This is an optimization exercise on Yosys and OpenROAD, whose aim is small area, not a production implementation. Only simulation tests tie the RTL to the original design; equivalence was not proved. Power and IR drop assume default switching activity.

===== design/flow/config.mk =====
export PLATFORM = sky130hd
export DESIGN_NAME = swb
export DESIGN_NICKNAME = swb
export VERILOG_FILES = /design/flow/design.v
export SDC_FILE = /design/flow/constraint.sdc
export NUM_CORES = 4
export LEC_CHECK = 0
export CAP_MARGIN = 20
export CORE_MARGIN = 2
export CORE_UTILIZATION = 40
export PLACE_DENSITY = 0.6
export SLEW_MARGIN = 20

===== design/flow/constraint.sdc =====
create_clock -name core_clock -period 25.0 [get_ports {clk}]
set_input_delay 5.0000 -clock core_clock [delete_from_list [all_inputs] [get_ports {clk}]]
set_output_delay 5.0000 -clock core_clock [all_outputs]
set_load 0.01 [all_outputs]

===== design/flow/design.v =====
module swb_fmt (
    input  wire        clk,
    input  wire        rst,
    input  wire        start,
    input  wire [23:0] cval,      
    input  wire        run,
    output reg         busy,
    output wire        bus_we,
    output wire        bus_rs,
    output wire [3:0]  bus_d,
    output wire        e_we,
    output wire        e_val
);
    reg [27:0] r;
    reg [4:0]  ci;
    reg [4:0]  pc;
    reg [11:0] c;
    reg [27:0] a;
    integer k;
    always @(*) begin
        a = r;
        for (k = 0; k < 6; k = k + 1)
            if ((k == 0 || ci[4:2] >= k) && r[4*k+:4] >= 4'd5)
                a[4*k+:4] = r[4*k+:4] + 4'd3;
    end
    always @(posedge clk) begin
        if (rst)
            ci <= 5'd24;
        else if (start) begin
            r  <= {cval, 4'd0};
            ci <= 5'd0;
        end else if (ci != 5'd24) begin
            r  <= {a[26:0], a[27]};
            ci <= ci + 5'd1;
        end
    end
    wire [2:0] nd = (r[27:24] != 4'd0) ? 3'd5 :
                    (r[23:20] != 4'd0) ? 3'd4 :
                    (r[19:16] != 4'd0) ? 3'd3 :
                    (r[15:12] != 4'd0) ? 3'd2 : 3'd1;
    wire [4:0] e = 5'd12 + {2'd0, nd} - pc;    
    reg [2:0] slot;
    reg [7:0] ch;
    always @(*) begin
        if (pc == 5'd8)       slot = 3'd1 + nd;
        else if (e == 5'd1)   slot = 3'd0;
        else if (e == 5'd2)   slot = 3'd1;
        else                  slot = e[2:0] - 3'd2;
        case (pc)
            5'd0: ch = 8'h01;
            5'd1: ch = 8'h54;
            5'd2: ch = 8'h69;
            5'd3: ch = 8'h6D;
            5'd4: ch = 8'h65;
            5'd5: ch = 8'h72;
            5'd6: ch = 8'h3A;
            5'd7: ch = 8'h20;
            5'd9: ch = 8'hC0;
            default: begin
                if (pc != 5'd8 && e == 5'd0)      ch = 8'h73;
                else if (pc != 5'd8 && e == 5'd3) ch = 8'h2E;
                else                              ch = {4'h3, r[4*slot+:4]};
            end
        endcase
    end
    wire       ph  = (c[11:4] == 8'd0);
    wire [3:0] p   = c[3:0];
    wire       last = (e == 5'd0);
    wire       endc = (pc == 5'd0) ? (c == 12'd3053) : (c == 12'd87);
    assign bus_we = run && ph && (p == 4'd0 || p == 4'd7);
    assign e_we   = run && ph && (p == 4'd1 || p == 4'd4 || p == 4'd8 || p == 4'd11);
    assign e_val  = ~p[2] & ~p[1];
    assign bus_rs = (pc != 5'd0) && (pc != 5'd9);
    assign bus_d  = p[0] ? ch[3:0] : ch[7:4];
    always @(posedge clk) begin
        if (rst)
            busy <= 1'b0;
        else if (start) begin
            busy <= 1'b1;
            pc   <= 5'd0;
            c    <= 12'd0;
        end else if (run) begin
            if (endc) begin
                c <= 12'd0;
                if (last) busy <= 1'b0;
                else      pc <= pc + 5'd1;
            end else
                c <= c + 12'd1;
        end
    end
endmodule
module swb_ctx #(
    parameter integer CYC_US = 2         
) (
    input  wire        clk,
    input  wire        rst,
    input  wire        start,            
    input  wire [3:0]  start_op,
    input  wire [11:0] start_arg,
    input  wire        run,              
    output wire        busy,             
    output wire [3:0]  str_idx,          
    input  wire [7:0]  str_chr,          
    output wire        bus_we,           
    output wire        bus_rs,
    output wire [3:0]  bus_d,
    output wire        e_we,             
    output wire        e_val,
    output wire        mark_we,          
    output wire [1:0]  mark_val
);
    localparam [3:0] OP_INIT = 4'h1, OP_WRNIB = 4'h2, OP_WRBYTE = 4'h3,
                     OP_WRCHAR = 4'h4, OP_WRSTR = 4'h5, OP_SETCUR = 4'h6,
                     OP_FNSET = 4'h7, OP_ENTRY = 4'h8, OP_DISPCTL = 4'h9,
                     OP_SHIFT = 4'hA, OP_CLEAR = 4'hB;
    localparam [15:0] T_PWR = 16'd15000, T_W1 = 16'd4100, T_W2 = 16'd100, T_W3 = 16'd37;
    localparam [15:0] T_PW = 16'd1, T_REC = 16'd1;
    localparam [15:0] T_FS = 16'd37, T_EM = 16'd37, T_DC = 16'd37, T_CDS = 16'd37;
    localparam [15:0] T_CLR = 16'd1520, T_SC = 16'd37, T_CHR = 16'd37;
    localparam [15:0] CYC16 = CYC_US[15:0];
    localparam [1:0] K_MARK = 2'd0, K_WAIT = 2'd1, K_NIB = 2'd2, K_BYTE = 2'd3;
    localparam [2:0] S_IDLE = 3'd0, S_ITEM = 3'd1, S_E1 = 3'd2, S_WPW = 3'd3,
                     S_E0 = 3'd4, S_WREC = 3'd5, S_LO = 3'd6, S_POST = 3'd7;
    reg [3:0]  op;
    reg [11:0] arg;
    reg [4:0]  pc;
    reg [2:0]  st;
    reg        hi;
    reg [15:0] wcnt;
    reg [1:0]  it_kind;
    reg        it_rs;
    reg [7:0]  it_data;
    reg [15:0] it_wait;    
    reg        it_last;
    reg [3:0]  it_idx;
    wire [3:0] k1 = (arg[7:0] > 8'd8) ? 4'd8 : arg[3:0];
    wire [3:0] k2 = (arg[7:0] > 8'd16) ? 4'd8 :
                    (arg[7:0] > 8'd8) ? (arg[3:0] - 4'd8) : 4'd0;
    wire [7:0] setaddr = arg[8] ? (8'h40 + arg[7:0]) : arg[7:0];
    always @(*) begin
        it_kind = K_BYTE;
        it_rs   = 1'b0;
        it_data = 8'h00;
        it_wait = 16'd0;
        it_last = 1'b1;
        it_idx  = 4'd0;
        case (op)
            OP_INIT: begin
                it_last = (pc == 5'd10);
                case (pc)
                    5'd0:  begin it_kind = K_MARK; it_data = 8'd1; end
                    5'd1:  begin it_kind = K_WAIT; it_wait = T_PWR; end
                    5'd2:  begin it_kind = K_NIB; it_data = 8'h03; it_wait = T_W1; end
                    5'd3:  begin it_kind = K_NIB; it_data = 8'h03; it_wait = T_W2; end
                    5'd4:  begin it_kind = K_NIB; it_data = 8'h03; it_wait = T_W3; end
                    5'd5:  begin it_kind = K_NIB; it_data = arg[2] ? 8'h03 : 8'h02; end
                    5'd6:  begin it_data = {3'b001, arg[2:0], 2'b00}; it_wait = T_FS; end
                    5'd7:  begin it_data = 8'h01; it_wait = T_CLR; end
                    5'd8:  begin it_data = 8'h0C; it_wait = T_DC; end
                    5'd9:  begin it_data = 8'h06; it_wait = T_EM; end
                    default: begin it_kind = K_MARK; it_data = 8'd2; end
                endcase
            end
            OP_WRNIB:   begin it_kind = K_NIB; it_rs = arg[4]; it_data = {4'h0, arg[3:0]}; end
            OP_WRBYTE:  begin it_rs = arg[8]; it_data = arg[7:0]; end
            OP_WRCHAR:  begin it_rs = 1'b1; it_data = arg[7:0]; it_wait = T_CHR; end
            OP_SETCUR:  begin it_data = 8'h80 | setaddr; it_wait = T_SC; end
            OP_FNSET:   begin it_data = {3'b001, arg[2:0], 2'b00}; it_wait = T_FS; end
            OP_ENTRY:   begin it_data = {6'b000001, arg[1:0]}; it_wait = T_EM; end
            OP_DISPCTL: begin it_data = {5'b00001, arg[2:0]}; it_wait = T_DC; end
            OP_SHIFT:   begin it_data = {4'b0001, arg[1:0], 2'b00}; it_wait = T_CDS; end
            OP_CLEAR:   begin it_data = 8'h01; it_wait = T_CLR; end
            OP_WRSTR: begin
                it_last = (pc == {1'b0, k1} + {1'b0, k2} + 5'd1);
                if (pc == 5'd0) begin
                    it_data = 8'h01; it_wait = T_CLR;                
                end else if (pc <= {1'b0, k1}) begin
                    it_idx = pc[3:0] - 4'd1;                         
                    it_rs = 1'b1; it_data = str_chr; it_wait = T_CHR;
                end else if (pc == {1'b0, k1} + 5'd1) begin
                    it_data = 8'hC0; it_wait = T_SC;                 
                end else begin
                    it_idx = pc[3:0] - k1 + 4'd6;                    
                    it_rs = 1'b1; it_data = str_chr; it_wait = T_CHR;
                end
            end
            default: ;
        endcase
    end
    assign str_idx  = it_idx;
    assign busy     = (st != S_IDLE);
    assign bus_we   = run && (((st == S_ITEM) && (it_kind == K_NIB || it_kind == K_BYTE)) ||
                              (st == S_LO));
    assign bus_rs   = it_rs;
    assign bus_d    = ((st == S_ITEM) && (it_kind == K_BYTE)) ? it_data[7:4] : it_data[3:0];
    assign e_we     = run && ((st == S_E1) || (st == S_E0));
    assign e_val    = (st == S_E1);
    assign mark_we  = run && (st == S_ITEM) && (it_kind == K_MARK);
    assign mark_val = it_data[1:0];
    always @(posedge clk) begin
        if (rst) begin
            st   <= S_IDLE;
            op   <= 4'h0;
            arg  <= 12'h000;
            pc   <= 5'd0;
            hi   <= 1'b0;
            wcnt <= 16'd0;
        end else if (start) begin
            op  <= start_op;
            arg <= start_arg;
            pc  <= 5'd0;
            st  <= S_ITEM;
        end else if (run) begin
            case (st)
                S_ITEM: begin
                    case (it_kind)
                        K_MARK: begin
                            if (it_last) st <= S_IDLE;
                            else begin pc <= pc + 5'd1; st <= S_ITEM; end
                        end
                        K_WAIT: begin
                            wcnt <= it_wait * CYC16 - 16'd1;
                            st   <= S_POST;
                        end
                        default: begin
                            hi <= (it_kind == K_BYTE);
                            st <= S_E1;
                        end
                    endcase
                end
                S_E1: begin
                    wcnt <= T_PW * CYC16 - 16'd1;
                    st   <= S_WPW;
                end
                S_WPW: begin
                    if (wcnt == 16'd0) st <= S_E0;
                    else wcnt <= wcnt - 16'd1;
                end
                S_E0: begin
                    wcnt <= T_REC * CYC16 - 16'd1;
                    st   <= S_WREC;
                end
                S_WREC: begin
                    if (wcnt != 16'd0) begin
                        wcnt <= wcnt - 16'd1;
                    end else if (hi) begin
                        hi <= 1'b0;
                        st <= S_LO;
                    end else if (it_wait != 16'd0) begin
                        wcnt <= it_wait * CYC16 - 16'd1;
                        st   <= S_POST;
                    end else if (it_last) begin
                        st <= S_IDLE;
                    end else begin
                        pc <= pc + 5'd1;
                        st <= S_ITEM;
                    end
                end
                S_LO: st <= S_E1;
                S_POST: begin
                    if (wcnt != 16'd0) wcnt <= wcnt - 16'd1;
                    else if (it_last) st <= S_IDLE;
                    else begin pc <= pc + 5'd1; st <= S_ITEM; end
                end
                default: st <= S_IDLE;
            endcase
        end
    end
endmodule
module swb #(
    parameter integer CYC_US   = 2,      
    parameter integer TICK_CYC = 1250    
) (
    input  wire        clk,
    input  wire        rst,
    input  wire        req_valid,
    input  wire [15:0] req_word,
    output wire        req_ready,
    input  wire        sb_we,
    input  wire [3:0]  sb_addr,
    input  wire [7:0]  sb_wdata,
    input  wire        reg_we,
    input  wire [3:0]  reg_addr,
    input  wire [31:0] reg_wdata,
    output reg  [31:0] reg_rdata,
    input  wire        ss_pin,
    input  wire        rst_pin,
    output reg         lcd_rs,
    output wire        lcd_rw,
    output reg         lcd_e,
    output reg  [3:0]  lcd_d
);
    localparam PRESSED_SS = 1'b0, PRESSED_RST = 1'b0;
    localparam [1:0] SES_UNINIT = 2'd0, SES_READY = 2'd2;
    localparam [3:0] OP_INIT = 4'h1, OP_WRSTR = 4'h5;
    localparam [3:0] H_IDLE = 4'd0, H0 = 4'd1, H1 = 4'd2, H1B = 4'd3, H2 = 4'd4,
                     H3 = 4'd5, H4 = 4'd6, H5 = 4'd7, H6 = 4'd8, H7 = 4'd9, H8 = 4'd10;
    localparam [3:0] L_IDLE = 4'd0, L0 = 4'd1, L1 = 4'd2, L2 = 4'd3, L3 = 4'd4,
                     L4 = 4'd5, L5 = 4'd6, L6 = 4'd7, L7 = 4'd8;
    localparam [3:0] R_ICON = 4'd0, R_IFLG = 4'd1, R_TMR = 4'd2, R_STAT = 4'd3,
                     R_ETCNT = 4'd4;
    reg [1:0]  session;
    reg [3:0]  hst, lst;
    reg        run;
    reg [31:0] n_et;
    reg [3:0]  tmr;
    reg [10:0] pre;
    reg        tmr_if, tmr_ie;
    reg        ss_if, rst_if, ss_ie, rst_ie, ss_edg, rst_edg;
    reg        ss_prev, rst_prev;
    reg [7:0]  strbuf [0:15];
    wire in_high = (hst != H_IDLE);
    wire in_low  = (lst != L_IDLE);
    wire req_high = (ss_if & ss_ie) | (tmr_if & tmr_ie & run);
    wire req_low  = rst_if & rst_ie;
    wire disp_h   = req_high & ~in_high;
    wire disp_l   = ~req_high & req_low & ~in_low & ~in_high;
    wire step     = ~disp_h & ~disp_l;
    wire step_h   = step & in_high;
    wire step_l   = step & ~in_high & in_low;
    wire step_i   = step & ~in_high & ~in_low;
    wire        i_busy, h_busy, l_busy;
    wire [3:0]  i_idx;
    wire        i_bwe, h_bwe, l_bwe, i_rs, h_rs, l_rs;
    wire [3:0]  i_d, h_d, l_d;
    wire        i_ewe, h_ewe, l_ewe, i_e, h_e, l_e;
    wire        i_mwe;
    wire [1:0]  i_m;
    wire [3:0]  r_op  = req_word[15:12];
    wire [11:0] r_arg = req_word[11:0];
    reg         r_ok;
    always @(*) begin
        case (r_op)
            4'h1, 4'h7, 4'h9: r_ok = (r_arg[11:3] == 9'd0);
            4'h2:             r_ok = (r_arg[11:5] == 7'd0);
            4'h3, 4'h6:       r_ok = (r_arg[11:9] == 3'd0);
            4'h4:             r_ok = (r_arg[11:8] == 4'd0);
            4'h5:             r_ok = (r_arg[11:8] == 4'd0) && (r_arg[7:0] <= 8'd16);
            4'h8, 4'hA:       r_ok = (r_arg[11:2] == 10'd0);
            4'hB:             r_ok = (r_arg == 12'd0);
            default:          r_ok = 1'b0;
        endcase
        if (r_op == OP_INIT) r_ok = r_ok && (session == SES_UNINIT);
        else                 r_ok = r_ok && (session == SES_READY);
    end
    assign req_ready = step_i & ~i_busy;
    wire   accept    = req_ready & req_valid;
    wire   i_start   = accept & r_ok;
    wire   i_run = step_i & i_busy;
    wire   h_run = step_h & (hst == H7) & h_busy;
    wire   l_run = step_l & (lst == L4) & l_busy;
    wire push_ok = (session == SES_READY);
    wire h_start = step_h & (hst == H6) & push_ok;
    wire l_start = step_l & (lst == L3) & push_ok;
    swb_ctx #(.CYC_US(CYC_US)) u_idle (
        .clk(clk), .rst(rst), .start(i_start), .start_op(r_op), .start_arg(r_arg),
        .run(i_run), .busy(i_busy), .str_idx(i_idx), .str_chr(strbuf[i_idx]),
        .bus_we(i_bwe), .bus_rs(i_rs), .bus_d(i_d), .e_we(i_ewe), .e_val(i_e),
        .mark_we(i_mwe), .mark_val(i_m));
    wire [23:0] cval = (n_et > 32'd9999999) ? 24'd9999999 : n_et[23:0];
    swb_fmt u_high (
        .clk(clk), .rst(rst), .start(h_start), .cval(cval), .run(h_run), .busy(h_busy),
        .bus_we(h_bwe), .bus_rs(h_rs), .bus_d(h_d), .e_we(h_ewe), .e_val(h_e));
    swb_fmt u_low (
        .clk(clk), .rst(rst), .start(l_start), .cval(cval), .run(l_run), .busy(l_busy),
        .bus_we(l_bwe), .bus_rs(l_rs), .bus_d(l_d), .e_we(l_ewe), .e_val(l_e));
    assign lcd_rw = 1'b0;
    always @(posedge clk) begin
        if (rst) begin
            lcd_rs  <= 1'b0;
            lcd_d   <= 4'h0;
            lcd_e   <= 1'b0;
            session <= SES_UNINIT;
        end else begin
            if (i_bwe)      begin lcd_rs <= i_rs; lcd_d <= i_d; end
            else if (h_bwe) begin lcd_rs <= h_rs; lcd_d <= h_d; end
            else if (l_bwe) begin lcd_rs <= l_rs; lcd_d <= l_d; end
            if (i_ewe)      lcd_e <= i_e;
            else if (h_ewe) lcd_e <= h_e;
            else if (l_ewe) lcd_e <= l_e;
            if (i_mwe)      session <= i_m;
        end
    end
    always @(posedge clk) begin
        if (sb_we && !i_busy)
            strbuf[sb_addr] <= sb_wdata;
    end
    wire ss_edge  = (ss_pin != ss_prev) && (ss_pin == ss_edg);
    wire rst_edge = (rst_pin != rst_prev) && (rst_pin == rst_edg);
    wire tick     = ({21'd0, pre} == TICK_CYC - 1);
    wire wrap     = tick && (tmr == 4'hF);
    wire host_w   = reg_we;
    always @(posedge clk) begin
        if (rst) begin
            hst <= H_IDLE;
            lst <= L_IDLE;
            run <= 1'b0;
            n_et <= 32'd0;
            tmr <= 4'd0;
            pre <= 11'd0;
            tmr_if <= 1'b0; tmr_ie <= 1'b0;
            ss_if <= 1'b0; rst_if <= 1'b0;
            ss_ie <= 1'b0; rst_ie <= 1'b0;
            ss_edg <= 1'b0; rst_edg <= 1'b0;
            ss_prev <= ss_pin; rst_prev <= rst_pin;
        end else begin
            ss_prev  <= ss_pin;
            rst_prev <= rst_pin;
            pre <= tick ? 11'd0 : pre + 11'd1;
            if (host_w) begin
                case (reg_addr)
                    R_ICON: begin
                        ss_ie <= reg_wdata[0]; rst_ie <= reg_wdata[1]; tmr_ie <= reg_wdata[2];
                        ss_edg <= reg_wdata[4]; rst_edg <= reg_wdata[5];
                    end
                    R_IFLG: begin
                        if (!reg_wdata[0]) ss_if  <= 1'b0;
                        if (!reg_wdata[1]) rst_if <= 1'b0;
                        if (!reg_wdata[2]) tmr_if <= 1'b0;
                    end
                    R_ETCNT: n_et <= reg_wdata;
                    default: ;
                endcase
            end
            if (step_l && lst == L2)          tmr <= 4'd0;
            else if (host_w && reg_addr == R_TMR) tmr <= reg_wdata[3:0];
            else if (tick)                    tmr <= tmr + 4'd1;
            if (disp_h) hst <= H0;
            if (disp_l) lst <= L0;
            if (step_h) begin
                case (hst)
                    H0: hst <= (ss_if & ss_ie) ? H1 : H4;
                    H1: begin
                        if (!run) begin tmr_if <= 1'b0; hst <= H1B; end
                        else      begin run <= 1'b0;    hst <= H2;  end
                    end
                    H1B: begin run <= 1'b1; hst <= H2; end
                    H2: if (ss_pin != PRESSED_SS) hst <= H3;
                    H3: begin ss_if <= 1'b0; hst <= H4; end
                    H4: hst <= (tmr_if & tmr_ie & run) ? H5 : H8;
                    H5: begin
                        if (n_et != 32'hFFFFFFFF) n_et <= n_et + 32'd1;
                        tmr_if <= 1'b0;
                        hst <= H6;
                    end
                    H6: hst <= H7;
                    H7: if (!h_busy) hst <= H8;
                    default: hst <= H_IDLE;
                endcase
            end
            if (step_l) begin
                case (lst)
                    L0: lst <= (rst_if & rst_ie) ? L1 : L7;
                    L1: begin n_et <= 32'd0; lst <= L2; end
                    L2: lst <= L3;
                    L3: lst <= L4;
                    L4: if (!l_busy) lst <= L5;
                    L5: if (rst_pin != PRESSED_RST) lst <= L6;
                    L6: begin rst_if <= 1'b0; lst <= L7; end
                    default: lst <= L_IDLE;
                endcase
            end
            if (ss_edge)  ss_if  <= 1'b1;
            if (rst_edge) rst_if <= 1'b1;
            if (wrap)     tmr_if <= 1'b1;
        end
    end
    always @(*) begin
        case (reg_addr)
            R_ICON:  reg_rdata = {24'd0, 1'b0, 1'b1, rst_edg, ss_edg, 1'b0, tmr_ie, rst_ie, ss_ie};
            R_IFLG:  reg_rdata = {29'd0, tmr_if, rst_if, ss_if};
            R_TMR:   reg_rdata = {28'd0, tmr};
            R_STAT:  reg_rdata = {25'd0, rst_pin, ss_pin, in_high, in_low, run, session};
            R_ETCNT: reg_rdata = n_et;
            default: reg_rdata = 32'd0;
        endcase
    end
endmodule

===== design/flow/run.sh =====
#!/bin/bash
# synth_recipe.tcl (not shown) runs the flow's synth.tcl, then flattens the netlist and writes it again
# the make line also repeats each setting of config.mk as NAME=value (left out here)
make -C /OpenROAD-flow-scripts/flow DESIGN_CONFIG=/design/flow/config.mk WORK_HOME=/design/flow/orfs CLKGATE_MAP_FILE= SYNTH_SCRIPT=/design/flow/synth_recipe.tcl finish

==> results.json <==
{
  "outcome": "timing/DRC/antenna clean",
  "netlist_area_mm2": 0.02172,
  "n_antenna_cell": 0,
  "finalCritPeriodShare": 0.5027,
  "wl_per_cell_um": 19.52,
  "grt_setup_unrepaired": "false",
  "max_slew_margin": 0.2452,
  "critPathKind": "input pin to primary output",
  "grt_pass1_vias": 17620,
  "postRouteWirelength_um": 62350,
  "place.gp.congestion": 0.8713,
  "portBuffers": 109,
  "yosysSeqAreaShare": 0.4156,
  "antenna_found_initial": 0,
  "cts.repair.resized": 0,
  "globalRoute.totalOverflow": 0,
  "fin_skew_ns": 0.04951,
  "max_freq_mhz": 79.58,
  "clk_pin_slew_ns": 0.06,
  "final_layout_size_suffix_gt1_frac": 0.06045,
  "p_leak_nw": 8.705,
  "max_cap_viol_count": 0,
  "die_x_um": 237.0,
  "arrival_ns": 7.57,
  "syn_to_final_growth_pct": 13.52,
  "coreArea_mm2": 0.05371,
  "start_util": 0.4045,
  "clock_sinks": 342,
  "async_flop_share": 0,
  "worst_setup_path_start_kind": "input pin",
  "min_path_type": "register to register",
  "power_density_mw_per_mm2": 55.72,
  "hpwl_um": 44920,
  "viasPerCell": 5.863,
  "finalHoldViolCount": 0,
  "worst_pin_slew_ns": 1.126,
  "firstDrtPassIters": 7,
  "root_buffer": "clkbuf_16",
  "cts_buffers": 41,
  "boundaryPins": 111,
  "clock_path_buffers": 3,
  "detail_route.iter0.violations": 1495,
  "post_cts_buffers": 0,
  "h-tree-depth": 2,
  "totalNegativeSetupSlack_ns": 0,
  "vias": 18730,
  "cp.required_ns": 20.00,
  "drc": 0,
  "dieArea_mm2": 0.05619,
  "placementRows": 85,
  "avgSynthCellArea_um2": 8.932,
  "clk_latency_ns": 0.58,
  "syn_inst": 2432,
  "fillCellCount": 5069,
  "yosysUniqueCellTypes": 105,
  "period_needed_ns": 12.57,
  "synth_flop_cell": "edfxtp_1",
  "syn_nets": 2584,
  "ant_nets": 0,
  "drv_slew": 0,
  "grt_pass1_wl_um": 98780,
  "setup_slack_ns": 12.43,
  "setup.worst_path.end_class": "primary output",
  "cp_max_fo": 28,
  "ir_worst_vdd_mv": 0.05619,
  "finalSetupViolations": 0,
  "cts_tree": "yes",
  "ys_warn_count": 3,
  "yosys_register_bits": 342,
  "grt_max_degree": 49,
  "die_h_um": 237.0,
  "grt_usage": 0.2172,
  "nets": 2617,
  "ctsHoldBuffers": 0,
  "synth_edf_count": 218,
  "place_ws_ns": 12.45
}
[cell families after synthesis]
group	after synthesis	share of synthesized area
AO/OA/AOI/OAI	594	0.1786
XOR/XNOR	109	0.04429
buffers and inverters	252	0.04608
flip-flops	342	0.4156
adder cells (fa/ha/maj)	81	0.04769
multiplexers	101	0.04907
AND/OR/NAND/NOR	952	0.2185
other	1	0.0001726
[Yosys cell counts, types with 78 or more instances]
| cell | number | area, µm² |
|---|---|---|
| a21oi_1 | 165 | 825.8 |
| clkbuf_1 | 105 | 394.1 |
| dfxtp_1 | 124 | 2482 |
| edfxtp_1 | 218 | 6546 |
| ha_1 | 78 | 975.9 |
| inv_1 | 108 | 405.4 |
| mux2i_1 | 84 | 840.8 |
| nand2_1 | 194 | 728.2 |
| nand3_1 | 97 | 485.5 |
| nor2_1 | 277 | 1040 |
| nor3_1 | 94 | 470.5 |
| o21ai_0 | 145 | 725.7 |
[critical path: stages]
cell and delay (ns):
clkdlybuf4s50_1 0.61, nor4b_2 0.80, buf_4 0.37, a22oi_1 0.11
o21ai_0 0.11, clkdlybuf4s50_1 0.57
[state kept, by name, summed over array words and instances (netlist names), 9 cells and up]
register	flops
pre	11
u_idle.arg	9
u_high.r	28
u_high.c	12
strbuf	128
u_low.c	12
u_idle.wcnt	16
n_et	32
u_low.r	28
[metrics by stage]
step	hold slack (ns)	util	std cells	cell area [µm²]	total power, mW
final	0.4828	0.4592	3194	24660	1.374
after global routing	0.5202	0.4592	3194	24660	1.426
after CTS	0.4880	0.4592	3194	24660	1.387
after detailed placement	0.4759	0.4341	3118	23320	0.7900
after global placement	0.4620	0.4340	3118	23310	0.7858
after floorplan	0.4448	-	2432	21720	0.7344
[layer usage]
layer | wire length [µm] | track usage | vias up | share of wire
li1 | - | - | 9006 | -
met1 | 28270 | 0.2947 | 9097 | 0.45
met2 | 29430 | 0.3605 | 517 | 0.47
met3 | 2935 | 0.02681 | 108 | 0.047
met4 | 1707 | 0.06924 | 0 | 0.027
met5 | 0 | 0 | - | 0
[cell usage in the layout (no fill, tap or decap), types with 11 or more instances in the layout]
master and instances:
nor2b_1 21, a211oi_1 27, and3_1 28, nand2_1 194, mux2_2 12, or3_1 23
and2_1 48, o22ai_1 13, a31oi_1 25, a221oi_1 12, edfxtp_1 218, nor3_1 89
dfxtp_1 124, mux2i_1 84, o221ai_1 18, ha_1 78, clkbuf_16 43, nor4_1 34
nor3b_1 18, a21oi_1 162, or4_1 14, o31ai_1 12, xor2_1 51, inv_1 108
o211ai_1 31, clkbuf_1 12, xnor2_1 57, o21ai_0 145, a21boi_0 11, nand4_1 21
buf_4 22, clkdlybuf4s50_1 108, a22oi_1 15, nand2b_1 32, nor2_1 276, nand3_1 97
[final cells by class]
class                           count  area (µm²)  share of cell area
Timing Repair Buffer              131        1251             0.05074
Inverter                          111       416.7             0.01689
Clock buffer                       59        1176             0.04769
Sequential cell                   342        9029              0.3661
Multi-Input combinational cell   1838       11750              0.4764
Tap cell                          696       870.8             0.03531
Clock inverter                     17       168.9            0.006849
[worst paths after layout]
path / startpoint / end / slack, ns / cells after the start
worst max-delay path: reg_addr[0] / reg_rdata[4] / 12.43 / 6
worst min-delay path: pre[0]$_SDFF_PP0_ / pre[0]$_SDFF_PP0_ / 0.48 / 1
worst max register to register: u_low.r[20]$_DFFE_PP_ / lcd_d[1]$_SDFFE_PP0P_ / 19.17 / 18
worst min register to register: pre[0]$_SDFF_PP0_ / pre[0]$_SDFF_PP0_ / 0.48 / 1
[power by group]
| part | leakage [nW] | internal (mW) | switching, mW |
|---|---|---|---|
| logic | 5.09 | 0.0545 | 0.0837 |
| clock network | 0.649 | 0.343 | 0.252 |
| registers | 2.97 | 0.622 | 0.0189 |
| total | 8.71 | 1.02 | 0.355 |

re-timing with driven ports:
How much do the figures lean on ideal ports? The routed layout below was timed once more, with nothing changed but the port constraints. Step 1 (the two cells are an assumption about what drives the block):
set clk [get_ports {clk}]
set_driving_cell -lib_cell sky130_fd_sc_hd__clkbuf_16 $clk
set_driving_cell -lib_cell sky130_fd_sc_hd__buf_2 [delete_from_list [all_inputs] $clk]
Step 2 adds t to the input delays and takes it off the output delays; t is the mean of the earliest and latest rising clock arrival at the registers after step 1. Input paths then give back, and output paths get back, about the clock's delay inside the block. Slacks: ideal / step 1 / step 2; pairs: ideal / step 1.
shift t [ns]: 0.620
setup slack, ns: 12.434 / 12.403 / 12.403
worst register clock-pin slew, ns: 0.06 / 0.06
After both steps this run still meets setup and hold. The setup slack of this run moves by -0.031 ns with the drivers and by -0.031 ns with both steps.
